Context: an optimization exercise on an open-source flow, tuned for small area, a short achievable clock period and few clock cycles per item. The choices shown serve that exercise and are no tape-out recipe.
At most, simulation tests tie the RTL to the original design; equivalence was not proved.
The flow treats the clock pin as an ideal source, which a real chip does not have.

main:
==> flow/design.v (excerpt) <==
module hdu_top (
    input  wire        clk,
    input  wire        rst,         
    input  wire        in_valid,
    output wire        in_ready,
    input  wire [31:0] in_cmd,
    input  wire [31:0] in_opa,
    input  wire [31:0] in_opb,
    output reg         out_valid,
    output wire [31:0] out_result,
    output wire [31:0] out_status
);
Settings: LEC_CHECK=0, ABC_AREA=1, ABC_CLOCK_PERIOD_IN_PS=9000, CAP_MARGIN=20, CORE_MARGIN=2, CORE_UTILIZATION=40, SLEW_MARGIN=20; clock period 44.0 ns.
standard.sh (not shown) runs the stock make flow with config.mk's settings and CLKGATE_MAP_FILE= SYNTH_SCRIPT=/design/flow/synth_recipe.tcl, a recipe that flattens the netlist after the stock synthesis.
==> flow/flow/run.sh <==
#!/bin/bash
# The standard layout (standard.sh), with three changes to how the layout
# is made (constraints untouched):
#  - synthesis runs Yosys's synth with -noabc, so the full adders written in
#    the RTL reach extract_fa without the polarity changes abc -fast makes;
#  - ports are buffered with sky130_fd_sc_hd__buf_1;
#  - repair_timing over-fixes setup by the margin in flow/margin.txt.
set -o pipefail
export SETUP_SLACK_MARGIN=$(cat flow/margin.txt)
export BUFFER_PORTS_ARGS="-buffer_cell sky130_fd_sc_hd__buf_1"
bash standard.sh SYNTH_ARGS=-noabc finish > standard.log 2>&1
==> flow/flow/margin.txt <==
34
--- input diff main..the feature branch ---
==> flow/flow/margin.txt <==
34.5
Compared with main, the feature branch shows a data arrival time of the critical path that is 0.04 ns lower.
Higher proportion of cell area occupied by registers was reported by main, not the feature branch.
No run of this note included a check of the RTL's function; only the layout flow was run.

* * *

the reference run:
hdu_top, a different RTL version from the one above (not shown whole).
For scale: ~89 flip-flops, about 170 I/O pins, ~10,000 µm² of cells after synthesis.
export LEC_CHECK = 0
export ABC_CLOCK_PERIOD_IN_PS = 9000
export CAP_MARGIN = 20
export CORE_MARGIN = 2
export CORE_UTILIZATION = 40
export SLEW_MARGIN = 20
create_clock -name core_clock -period 44.0 [get_ports {clk}]
==> flow/flow/margin.txt <==
33.5
Scripts as last shown in full above: flow/flow/run.sh
The reference run closes out successfully: all stages finished, all timing, DRC and antenna checks passed.
## Diff of input files: the trial run against the reference run
==> flow/flow/margin.txt <==
34
### Flow results
Sort the trial run and the reference run by core occupancy in the finished layout asc -> top: the reference run. Every run (the trial run and the reference run) finished clean. In the tables for the trial run and the reference run, worst setup slack reads lower with the reference run.
Function was not checked in any run of this note: the RTL went through the layout flow alone.

* * *

hdu_top, a different RTL version from the one above (not shown whole).
Size: roughly 880 cells after synthesis, about 89 flip-flops, about 170 I/O pins, roughly 7700 um^2 of cells after synthesis.
Design hdu_top, start of the top module:
module hdu_top (
    input  wire        clk,
    input  wire        rst,         
    input  wire        in_valid,
    output wire        in_ready,
    input  wire [31:0] in_cmd,
    input  wire [31:0] in_opa,
    input  wire [31:0] in_opb,
    output reg         out_valid,
    output wire [31:0] out_result,
    output wire [31:0] out_status
);
    localparam [2:0] OP_HD  = 3'd1;
    localparam [2:0] OP_CFG = 3'd2;
    localparam [2:0] OP_ENC = 3'd3;
    localparam [2:0] OP_DEC = 3'd4;
    localparam [2:0] C_ILLEGAL   = 3'd1;
    localparam [2:0] C_BAD_MOD   = 3'd2;
    localparam [2:0] C_BAD_THR   = 3'd3;
    localparam [2:0] C_NOT_CFG   = 3'd4;
    localparam [2:0] C_SYM_RANGE = 3'd5;
    assign in_ready = 1'b1;
    reg        s1_valid;
    reg        s1_ok;           
    reg [2:0]  s1_op;           
    reg [31:0] s1_x;            
    reg [5:0]  s1_b;            
    reg        s1_bz;           
    wire hd_sel = (in_cmd[3:0] == 4'd1);
    always @(posedge clk) begin
        if (rst) s1_valid <= 1'b0;
        else     s1_valid <= in_valid;
        s1_ok <= (in_cmd[31:3] == 29'd0);
        s1_op <= in_cmd[2:0];
        s1_x  <= in_opa ^ (in_opb & {32{hd_sel}});
        s1_b  <= in_opb[5:0];
        s1_bz <= (in_opb[31:6] == 26'd0);
    end
    reg        cfg_valid;
    reg        cfg_mod;
    reg [5:0]  cfg_thresh;
    reg        hit;
    reg        fault;
    reg [2:0]  cause;
    reg [30:0] result;          
    assign out_result = {1'b0, result};
    assign out_status = {fault, 12'd0, cause, 2'd0, cfg_thresh, 5'd0,
                         cfg_mod, cfg_valid, hit};
    wire [31:0] c = s1_x;
    wire [5:0]  wc;             
    wire [31:0] t;              
    wire [3:0]  bp0, bp1;       
    hdu_popcount32 u_pc (.v(c), .w(wc), .t(t), .a(bp0), .b(bp1));
    wire [3:0] t0 = t[3:0];
    wire [3:0] t1 = t[7:4];
    wire [3:0] t2 = t[11:8];
    wire [3:0] t3 = t[15:12];
    wire [3:0] t4 = t[19:16];
    wire [3:0] t5 = t[23:20];
    wire [3:0] t6 = t[27:24];
    wire [3:0] t7 = t[31:28];
    wire [7:0] tb0 = {t7[0], t6[0], t5[0], t4[0], t3[0], t2[0], t1[0], t0[0]};
    wire [7:0] tb1 = {t7[1], t6[1], t5[1], t4[1], t3[1], t2[1], t1[1], t0[1]};
    wire [7:0] tb2 = {t7[2], t6[2], t5[2], t4[2], t3[2], t2[2], t1[2], t0[2]};
  ...
export LEC_CHECK = 0
export ABC_AREA = 1
export ABC_CLOCK_PERIOD_IN_PS = 9000
export CAP_MARGIN = 20
export CORE_MARGIN = 2
export CORE_UTILIZATION = 40
export SLEW_MARGIN = 20
create_clock -name core_clock -period 44.0 [get_ports {clk}]
==> flow/flow/run.sh <==
#!/bin/bash
# The standard layout (standard.sh), with these changes to how the layout
# is made (constraints untouched):
#  - synthesis runs Yosys's synth with -noabc, so the full adders written in
#    the RTL reach extract_fa without the polarity changes abc -fast makes,
#    and the final ABC mapping uses an area script (flow/synth_abc.tcl,
#    flow/abc_area_strong.script);
#  - ports are buffered with sky130_fd_sc_hd__buf_1;
#  - clock tree: larger sink clusters, small clock buffers, no dummy loads;
#  - repair_timing over-fixes setup by the margin in flow/margin.txt.
set -o pipefail
export SETUP_SLACK_MARGIN=$(cat flow/margin.txt)
export BUFFER_PORTS_ARGS="-buffer_cell sky130_fd_sc_hd__buf_1"
export CTS_ARGS="-sink_clustering_enable -repair_clock_nets -dont_use_dummy_load -sink_clustering_size 24 -sink_clustering_max_diameter 60 -buf_list {sky130_fd_sc_hd__clkbuf_4 sky130_fd_sc_hd__clkbuf_8} -root_buf sky130_fd_sc_hd__clkbuf_8"
sed "s|@WORK@|$PWD|g" flow/synth_abc.tcl > synth_abc.tcl
bash standard.sh SYNTH_ARGS=-noabc SYNTH_SCRIPT=$PWD/synth_abc.tcl finish > standard.log 2>&1
==> flow/flow/abc_area_strong.script <==
strash
dch -f
map -a
mfs2
strash
dch -f
map -a
topo
dnsize -c
==> flow/flow/margin.txt <==
34
==> flow/flow/synth_abc.tcl <==
# The standard flow's synthesis script (synth_recipe.tcl in the work folder), run with one
# change: Yosys's abc call maps with flow/abc_area_strong.script instead of
# the script ORFS picks.  Everything else, including the synth wrapper that
# skips the fsm and share passes, the flattening and the renaming, is
# synth_recipe.tcl's own text.
set fh [open @WORK@/synth_recipe.tcl]; set bsrc [read $fh]; close $fh
set fh [open $::env(SCRIPTS_DIR)/synth.tcl]; set ssrc [read $fh]; close $fh
set old {log_cmd abc {*}$abc_args}
if {[string first $old $ssrc] < 0} { error "synth_abc.tcl: abc call not found in synth.tcl" }
set ssrc [string map [list $old {log_cmd abc -script @WORK@/flow/abc_area_strong.script {*}[lrange $abc_args 2 end]}] $ssrc]
set line {source $::env(SCRIPTS_DIR)/synth.tcl}
if {[string first $line $bsrc] < 0} { error "synth_abc.tcl: synth.tcl not sourced by synth_recipe.tcl" }
set fh [open @WORK@/synth_patched.tcl w]; puts $fh $ssrc; close $fh
set bsrc [string map [list $line "source @WORK@/synth_patched.tcl"] $bsrc]
eval $bsrc
The starting point completed without violations.
Testbench counts at the start, summed over its fixed seeds: cycles 16,016, items 16,000.
Next try:
==> flow/flow/run.sh (replaced) <==
#!/bin/bash
# The standard layout (standard.sh), with these changes to how the layout
# is made (constraints untouched):
#  - synthesis runs Yosys's synth with -noabc, so the full adders written in
#    the RTL reach extract_fa without the polarity changes abc -fast makes;
#  - ports are buffered with sky130_fd_sc_hd__buf_1;
#  - clock tree: larger sink clusters and no dummy loads;
#  - repair_timing over-fixes setup by the margin in flow/margin.txt.
set -o pipefail
export SETUP_SLACK_MARGIN=$(cat flow/margin.txt)
export BUFFER_PORTS_ARGS="-buffer_cell sky130_fd_sc_hd__buf_1"
export CTS_ARGS="-sink_clustering_enable -repair_clock_nets -dont_use_dummy_load -sink_clustering_size 24 -sink_clustering_max_diameter 60"
bash standard.sh SYNTH_ARGS=-noabc finish > standard.log 2>&1
removed: flow/flow/abc_area_strong.script
removed: flow/flow/synth_abc.tcl
Outcome:
- The new run passed the timing, design-rule and antenna checks
- cell count rises by about 16%
- maximum frequency rises by about 1.1%
- wire length rises by 2.1%
- synthesized area rises by about 10%
- flip-flop and latch count is unchanged
Next try:
==> flow/flow/run.sh (replaced) <==
#!/bin/bash
# The standard layout (standard.sh), with these changes to how the layout
# is made (constraints untouched):
#  - synthesis runs Yosys's synth with -noabc, so the full adders written in
#    the RTL reach extract_fa without the polarity changes abc -fast makes,
#    and the final ABC mapping uses an area script (flow/synth_abc.tcl,
#    flow/abc_area_strong.script);
#  - ports are buffered with sky130_fd_sc_hd__buf_1;
#  - clock tree: larger sink clusters, small clock buffers, no dummy loads;
#  - repair_timing over-fixes setup by the margin in flow/margin.txt.
set -o pipefail
export SETUP_SLACK_MARGIN=$(cat flow/margin.txt)
export BUFFER_PORTS_ARGS="-buffer_cell sky130_fd_sc_hd__buf_1"
export CTS_ARGS="-sink_clustering_enable -repair_clock_nets -dont_use_dummy_load -sink_clustering_size 24 -sink_clustering_max_diameter 60 -buf_list {sky130_fd_sc_hd__clkbuf_4 sky130_fd_sc_hd__clkbuf_8} -root_buf sky130_fd_sc_hd__clkbuf_8"
bash standard.sh SYNTH_ARGS=-noabc SYNTH_SCRIPT=$PWD/flow/synth_abc.tcl finish > standard.log 2>&1
==> flow/flow/abc_area_strong.script (new file) <==
strash
dch -f
map -a
mfs2
strash
dch -f
map -a
topo
dnsize -c
==> flow/flow/synth_abc.tcl (new file) <==
# The standard flow's synthesis script (synth_recipe.tcl in the work folder), run with one
# change: Yosys's abc call maps with flow/abc_area_strong.script instead of
# the script ORFS picks.  Everything else, including the synth wrapper that
# skips the fsm and share passes, the flattening and the renaming, is
# synth_recipe.tcl's own text.
set fh [open synth_recipe.tcl]; set bsrc [read $fh]; close $fh
set fh [open $::env(SCRIPTS_DIR)/synth.tcl]; set ssrc [read $fh]; close $fh
set old {log_cmd abc {*}$abc_args}
if {[string first $old $ssrc] < 0} { error "synth_abc.tcl: abc call not found in synth.tcl" }
set ssrc [string map [list $old {log_cmd abc -script [file normalize flow/abc_area_strong.script] {*}[lrange $abc_args 2 end]}] $ssrc]
set line {source $::env(SCRIPTS_DIR)/synth.tcl}
if {[string first $line $bsrc] < 0} { error "synth_abc.tcl: synth.tcl not sourced by synth_recipe.tcl" }
set fh [open synth_patched.tcl w]; puts $fh $ssrc; close $fh
set bsrc [string map [list $line "source [file normalize synth_patched.tcl]"] $bsrc]
eval $bsrc
Now the flow never finished: it broke off in synthesis.

* * *

## red
hdu_top again, from the RTL that the note above started with.
Settings: LEC_CHECK=0, ABC_AREA=1, ABC_CLOCK_PERIOD_IN_PS=9000, CAP_MARGIN=20, CORE_MARGIN=2, CORE_UTILIZATION=40, SLEW_MARGIN=20; clock period 44.0 ns.
==> flow/flow/run.sh <==
#!/bin/bash
# The standard layout (standard.sh), with these changes to how the layout
# is made (constraints untouched):
#  - synthesis runs Yosys's synth with -noabc, so the full adders written in
#    the RTL reach extract_fa without the polarity changes abc -fast makes,
#    extract_fa takes full adders only, and the final ABC mapping uses an
#    area script (flow/synth_abc.tcl,
#    flow/abc_area_strong.script);
#  - ports are buffered with sky130_fd_sc_hd__buf_1;
#  - clock tree: larger sink clusters, small clock buffers, no dummy loads;
#  - before clock tree synthesis, the flip-flops that drive both an output
#    port and internal logic are sized up (flow/upsize_out_ffs.tcl);
#  - repair_timing over-fixes setup by the margin in flow/margin.txt.
set -o pipefail
export SETUP_SLACK_MARGIN=$(cat flow/margin.txt)
export BUFFER_PORTS_ARGS="-buffer_cell sky130_fd_sc_hd__buf_1"
export PRE_CTS_TCL=$PWD/flow/upsize_out_ffs.tcl
export CTS_ARGS="-sink_clustering_enable -repair_clock_nets -dont_use_dummy_load -sink_clustering_size 24 -sink_clustering_max_diameter 60 -buf_list {sky130_fd_sc_hd__clkbuf_4 sky130_fd_sc_hd__clkbuf_8} -root_buf sky130_fd_sc_hd__clkbuf_8"
sed "s|@WORK@|$PWD|g" flow/synth_abc.tcl > synth_abc.tcl
bash standard.sh SYNTH_ARGS=-noabc SYNTH_SCRIPT=$PWD/synth_abc.tcl finish > standard.log 2>&1
==> flow/flow/abc_area_strong.script <==
strash
dch -f
map -a
mfs2
strash
dch -f
map -a
mfs2
strash
dch -f
map -a
topo
dnsize -c
==> flow/flow/margin.txt <==
34.25
==> flow/flow/synth_abc.tcl <==
# The standard flow's synthesis script (synth_recipe.tcl in the work folder), run with two
# changes: extract_fa extracts full adders only (half adders are left to ABC,
# which absorbs their inversions), and Yosys's abc call maps with
# flow/abc_area_strong.script instead of the script ORFS picks.  Everything else, including the synth wrapper that
# skips the fsm and share passes, the flattening and the renaming, is
# synth_recipe.tcl's own text.
set fh [open @WORK@/synth_recipe.tcl]; set bsrc [read $fh]; close $fh
set fh [open $::env(SCRIPTS_DIR)/synth.tcl]; set ssrc [read $fh]; close $fh
set old {log_cmd abc {*}$abc_args}
if {[string first $old $ssrc] < 0} { error "synth_abc.tcl: abc call not found in synth.tcl" }
set ssrc [string map [list $old {log_cmd abc -script @WORK@/flow/abc_area_strong.script {*}[lrange $abc_args 2 end]}] $ssrc]
set old {extract_fa {*}[dont_use_extract_fa_args]}
if {[string first $old $ssrc] < 0} { error "synth_abc.tcl: extract_fa call not found in synth.tcl" }
set ssrc [string map [list $old {extract_fa -fa}] $ssrc]
set line {source $::env(SCRIPTS_DIR)/synth.tcl}
if {[string first $line $bsrc] < 0} { error "synth_abc.tcl: synth.tcl not sourced by synth_recipe.tcl" }
set fh [open @WORK@/synth_patched.tcl w]; puts $fh $ssrc; close $fh
set bsrc [string map [list $line "source @WORK@/synth_patched.tcl"] $bsrc]
eval $bsrc
==> flow/flow/upsize_out_ffs.tcl <==
# Size up the flip-flops that drive an output port's buffer and also logic
# inside the design (three or more loads; eight or more get the larger
# size): their clock-to-output delay, slowed by that load, is the longest
# path to the outputs.
set ups {}
set ups4 {}
foreach p [get_ports {out_*}] {
  foreach inst [get_fanin -to $p -startpoints_only -only_cells] {
    if {[catch {set ref [get_name [get_lib_cells -of_objects $inst]]}]} { continue }
    if {$ref ne "sky130_fd_sc_hd__dfxtp_1"} { continue }
    set name [get_full_name $inst]
    set loads [get_pins -of_objects [get_nets -of_objects [get_pins $name/Q]] -filter "direction==input"]
    if {[llength $loads] >= 8} {
      lappend ups4 $name
    } elseif {[llength $loads] >= 3} {
      lappend ups $name
    }
  }
}
foreach i [lsort -unique $ups] {
  replace_cell [get_cells $i] sky130_fd_sc_hd__dfxtp_2
  puts "upsized $i to dfxtp_2"
}
foreach i [lsort -unique $ups4] {
  replace_cell [get_cells $i] sky130_fd_sc_hd__dfxtp_4
  puts "upsized $i to dfxtp_4"
}
The final layout from red, which completed every stage, passed the timing, design-rule and antenna checks at the end of the flow.
Testbench counts of red, summed over its fixed seeds: cycles 16,016, items 16,000.
Inputs modified between red and blue:
==> flow/flow/run.sh <==
#!/bin/bash
# The standard layout (standard.sh), with these changes to how the layout
# is made (constraints untouched):
#  - synthesis runs Yosys's synth with -noabc, so the full adders written in
#    the RTL reach extract_fa without the polarity changes abc -fast makes,
#    and the final ABC mapping uses an area script (flow/synth_abc.tcl,
#    flow/abc_area_strong.script);
#  - ports are buffered with sky130_fd_sc_hd__buf_1;
#  - clock tree: larger sink clusters, small clock buffers, no dummy loads;
#  - repair_timing over-fixes setup by the margin in flow/margin.txt.
set -o pipefail
export SETUP_SLACK_MARGIN=$(cat flow/margin.txt)
export BUFFER_PORTS_ARGS="-buffer_cell sky130_fd_sc_hd__buf_1"
export CTS_ARGS="-sink_clustering_enable -repair_clock_nets -dont_use_dummy_load -sink_clustering_size 24 -sink_clustering_max_diameter 60 -buf_list {sky130_fd_sc_hd__clkbuf_4 sky130_fd_sc_hd__clkbuf_8} -root_buf sky130_fd_sc_hd__clkbuf_8"
sed "s|@WORK@|$PWD|g" flow/synth_abc.tcl > synth_abc.tcl
bash standard.sh SYNTH_ARGS=-noabc SYNTH_SCRIPT=$PWD/synth_abc.tcl finish > standard.log 2>&1
==> flow/flow/abc_area_strong.script <==
strash
dch -f
map -a
mfs2
strash
dch -f
map -a
topo
dnsize -c
==> flow/flow/margin.txt <==
33.7
==> flow/flow/synth_abc.tcl <==
# The standard flow's synthesis script (synth_recipe.tcl in the work folder), run with one
# change: Yosys's abc call maps with flow/abc_area_strong.script instead of
# the script ORFS picks.  Everything else, including the synth wrapper that
# skips the fsm and share passes, the flattening and the renaming, is
# synth_recipe.tcl's own text.
set fh [open @WORK@/synth_recipe.tcl]; set bsrc [read $fh]; close $fh
set fh [open $::env(SCRIPTS_DIR)/synth.tcl]; set ssrc [read $fh]; close $fh
set old {log_cmd abc {*}$abc_args}
if {[string first $old $ssrc] < 0} { error "synth_abc.tcl: abc call not found in synth.tcl" }
set ssrc [string map [list $old {log_cmd abc -script @WORK@/flow/abc_area_strong.script {*}[lrange $abc_args 2 end]}] $ssrc]
set line {source $::env(SCRIPTS_DIR)/synth.tcl}
if {[string first $line $bsrc] < 0} { error "synth_abc.tcl: synth.tcl not sourced by synth_recipe.tcl" }
set fh [open @WORK@/synth_patched.tcl w]; puts $fh $ssrc; close $fh
set bsrc [string map [list $line "source @WORK@/synth_patched.tcl"] $bsrc]
eval $bsrc
removed: flow/flow/upsize_out_ffs.tcl
## What came out
In the tables for red and blue, multi-input combinational area share reads higher with blue. blue gives more mean area per synthesized cell than red did. Diff red -> blue | number of DRC markers after the initial detailed-route iteration | up by more than 10%. blue vs. red: synthesized cell count dropped about 2.2%. Fraction of standard cell area that is sequential ends up lower on blue. Between red and blue, the cell count went down. blue vs red: area growth from synthesis to final layout down in blue.
Here is what was changed in the inputs of green compared with blue.
==> flow/flow/run.sh <==
#!/bin/bash
# The standard layout (standard.sh), with these changes to how the layout
# is made (constraints untouched):
#  - synthesis runs Yosys's synth with -noabc, so the full adders written in
#    the RTL reach extract_fa without the polarity changes abc -fast makes,
#    extract_fa takes full adders only, and the final ABC mapping uses an
#    area script (flow/synth_abc.tcl,
#    flow/abc_area_strong.script);
#  - ports are buffered with sky130_fd_sc_hd__buf_1;
#  - clock tree: larger sink clusters, small clock buffers, no dummy loads;
#  - before clock tree synthesis, the flip-flops that drive both an output
#    port and internal logic are sized up (flow/upsize_out_ffs.tcl);
#  - repair_timing over-fixes setup by the margin in flow/margin.txt.
set -o pipefail
export SETUP_SLACK_MARGIN=$(cat flow/margin.txt)
export BUFFER_PORTS_ARGS="-buffer_cell sky130_fd_sc_hd__buf_1"
export PRE_CTS_TCL=$PWD/flow/upsize_out_ffs.tcl
export CTS_ARGS="-sink_clustering_enable -repair_clock_nets -dont_use_dummy_load -sink_clustering_size 24 -sink_clustering_max_diameter 60 -buf_list {sky130_fd_sc_hd__clkbuf_4 sky130_fd_sc_hd__clkbuf_8} -root_buf sky130_fd_sc_hd__clkbuf_8"
sed "s|@WORK@|$PWD|g" flow/synth_abc.tcl > synth_abc.tcl
bash standard.sh SYNTH_ARGS=-noabc SYNTH_SCRIPT=$PWD/synth_abc.tcl finish > standard.log 2>&1
-- flow/flow/abc_area_strong.script --
<<< blue, line 1
strash
>>> green, line 1
strash
dch -f
map -a
mfs2
strash
==> flow/flow/margin.txt <==
34.45
-- flow/flow/synth_abc.tcl --
<<< blue, line 1
# The standard flow's synthesis script (synth_recipe.tcl in the work folder), run with one
# change: Yosys's abc call maps with flow/abc_area_strong.script instead of
# the script ORFS picks.  Everything else, including the synth wrapper that
# skips the fsm and share passes, the flattening and the renaming, is
>>> green, line 1
# The standard flow's synthesis script (synth_recipe.tcl in the work folder), run with two
# changes: extract_fa extracts full adders only (half adders are left to ABC,
# which absorbs their inversions), and Yosys's abc call maps with
# flow/abc_area_strong.script instead of the script ORFS picks.  Everything else, including the synth wrapper that
# skips the fsm and share passes, the flattening and the renaming, is
<<< blue, line 10
set ssrc [string map [list $old {log_cmd abc -script @WORK@/flow/abc_area_strong.script {*}[lrange $abc_args 2 end]}] $ssrc]
set line {source $::env(SCRIPTS_DIR)/synth.tcl}
>>> green, line 11
set ssrc [string map [list $old {log_cmd abc -script @WORK@/flow/abc_area_strong.script {*}[lrange $abc_args 2 end]}] $ssrc]
set old {extract_fa {*}[dont_use_extract_fa_args]}
if {[string first $old $ssrc] < 0} { error "synth_abc.tcl: extract_fa call not found in synth.tcl" }
set ssrc [string map [list $old {extract_fa -fa}] $ssrc]
set line {source $::env(SCRIPTS_DIR)/synth.tcl}
==> flow/flow/upsize_out_ffs.tcl (new file) <==
# Size up the flip-flops that drive an output port's buffer and also logic
# inside the design (three or more loads; eight or more get the larger
# size): their clock-to-output delay, slowed by that load, is the longest
# path to the outputs.
set ups {}
set ups4 {}
foreach p [get_ports {out_*}] {
  foreach inst [get_fanin -to $p -startpoints_only -only_cells] {
    if {[catch {set ref [get_name [get_lib_cells -of_objects $inst]]}]} { continue }
    if {$ref ne "sky130_fd_sc_hd__dfxtp_1"} { continue }
    set name [get_full_name $inst]
    set loads [get_pins -of_objects [get_nets -of_objects [get_pins $name/Q]] -filter "direction==input"]
    if {[llength $loads] >= 8} {
      lappend ups4 $name
    } elseif {[llength $loads] >= 3} {
      lappend ups $name
    }
  }
}
foreach i [lsort -unique $ups] {
  replace_cell [get_cells $i] sky130_fd_sc_hd__dfxtp_2
  puts "upsized $i to dfxtp_2"
}
foreach i [lsort -unique $ups4] {
  replace_cell [get_cells $i] sky130_fd_sc_hd__dfxtp_4
  puts "upsized $i to dfxtp_4"
}
--- outcome ---
- Count of inverters other than clock inverters in the layout, blue and green: larger value in blue
- [green vs blue] arrival time at the worst endpoint: lower in green
- green: full flow OK, the timing, design-rule and antenna checks passed
- Compared green vs blue, and synthesized cell area is down in green.
The following lists how orange was set up differently from green:
==> flow/flow/run.sh <==
#!/bin/bash
# The standard layout (standard.sh), with these changes to how the layout
# is made (constraints untouched):
#  - synthesis runs Yosys's synth with -noabc, so the full adders written in
#    the RTL reach extract_fa without the polarity changes abc -fast makes,
#    and the final ABC mapping uses an area script (flow/synth_abc.tcl,
#    flow/abc_area_strong.script);
#  - ports are buffered with sky130_fd_sc_hd__buf_1;
#  - clock tree: larger sink clusters, small clock buffers, no dummy loads;
#  - repair_timing over-fixes setup by the margin in flow/margin.txt.
set -o pipefail
export SETUP_SLACK_MARGIN=$(cat flow/margin.txt)
export BUFFER_PORTS_ARGS="-buffer_cell sky130_fd_sc_hd__buf_1"
export CTS_ARGS="-sink_clustering_enable -repair_clock_nets -dont_use_dummy_load -sink_clustering_size 24 -sink_clustering_max_diameter 60 -buf_list {sky130_fd_sc_hd__clkbuf_4 sky130_fd_sc_hd__clkbuf_8} -root_buf sky130_fd_sc_hd__clkbuf_8"
sed "s|@WORK@|$PWD|g" flow/synth_abc.tcl > synth_abc.tcl
bash standard.sh SYNTH_ARGS=-noabc SYNTH_SCRIPT=$PWD/synth_abc.tcl finish > standard.log 2>&1
==> flow/flow/abc_area_strong.script <==
strash
dch -f
map -a
mfs2
strash
dch -f
map -a
topo
dnsize -c
==> flow/flow/margin.txt <==
33.4
==> flow/flow/synth_abc.tcl <==
# The standard flow's synthesis script (synth_recipe.tcl in the work folder), run with one
# change: Yosys's abc call maps with flow/abc_area_strong.script instead of
# the script ORFS picks.  Everything else, including the synth wrapper that
# skips the fsm and share passes, the flattening and the renaming, is
# synth_recipe.tcl's own text.
set fh [open @WORK@/synth_recipe.tcl]; set bsrc [read $fh]; close $fh
set fh [open $::env(SCRIPTS_DIR)/synth.tcl]; set ssrc [read $fh]; close $fh
set old {log_cmd abc {*}$abc_args}
if {[string first $old $ssrc] < 0} { error "synth_abc.tcl: abc call not found in synth.tcl" }
set ssrc [string map [list $old {log_cmd abc -script @WORK@/flow/abc_area_strong.script {*}[lrange $abc_args 2 end]}] $ssrc]
set line {source $::env(SCRIPTS_DIR)/synth.tcl}
if {[string first $line $bsrc] < 0} { error "synth_abc.tcl: synth.tcl not sourced by synth_recipe.tcl" }
set fh [open @WORK@/synth_patched.tcl w]; puts $fh $ssrc; close $fh
set bsrc [string map [list $line "source @WORK@/synth_patched.tcl"] $bsrc]
eval $bsrc
removed: flow/flow/upsize_out_ffs.tcl
Results
The design area of orange was superior to that of green.
Per the comparison of orange with green, area occupied by multi-input gates increased by 270 sq um relative to the old numbers, buffers inserted during post-CTS setup optimization decreased by 21 relative to the old numbers, number of max-slew violations in the final report closely matched the old numbers.
In orange relative to green, number of global-route vias before repair had gone down by a few percent.
Relative to green, the post-route fraction of the period consumed by the critical path of orange is higher by 0.55 points.
Total number of multi-input combinational cells in orange vs green: down 46
Synthesized cell count sits lower in orange than in green.
Compared with green, in orange share of final-layout standard cells stronger than drive strength 1 fell 11 points, global-route wire length before repair fell 1.2%, count of clock buffers in the final design about even.

## what the ideal ports hide
The results above use ideal ports. As a check the final layouts listed here were re-extracted and re-timed, cells and wires unchanged.
Step 1: set_driving_cell puts a clkbuf_16 on clk and a buf_2 on each other input, an assumption about the parent block.
Step 2 times the ports against the registers' clock, not the clock port: input delays grow and output delays shrink by t, the midpoint of the rising clock arrivals with the driver on.
Three values: ideal ports, drivers, drivers and shift; two values: the first two.
run | shift t [ns] | setup WS [ns] | worst setup path after step 2
main | 0.371 | 33.458 / 33.417 / 33.788 | register to output
the feature branch | 0.364 | 33.495 / 33.456 / 33.820 | register to output
the reference run | 0.394 | 34.018 / 34.018 / 34.018 | register to register
the trial run | 0.395 | 34.127 / 34.081 / 34.055 | input to register
the first run of note 3 | 0.401 | 34.066 / 34.029 / 33.773 | input to register
the second run of note 3 | 0.387 | 34.173 / 34.130 / 34.104 | input to register
red | 0.398 | 34.301 / 34.260 / 33.948 | input to register
blue | 0.394 | 34.080 / 34.041 / 33.836 | input to register
green | 0.396 | 34.333 / 34.295 / 34.139 | input to register
orange | 0.396 | 34.093 / 34.053 / 33.836 | input to register
After both steps every run listed still meets setup and hold. For red, which loses most, drivers alone change the setup slack by -0.041 ns; drivers and shift together by -0.353 ns.
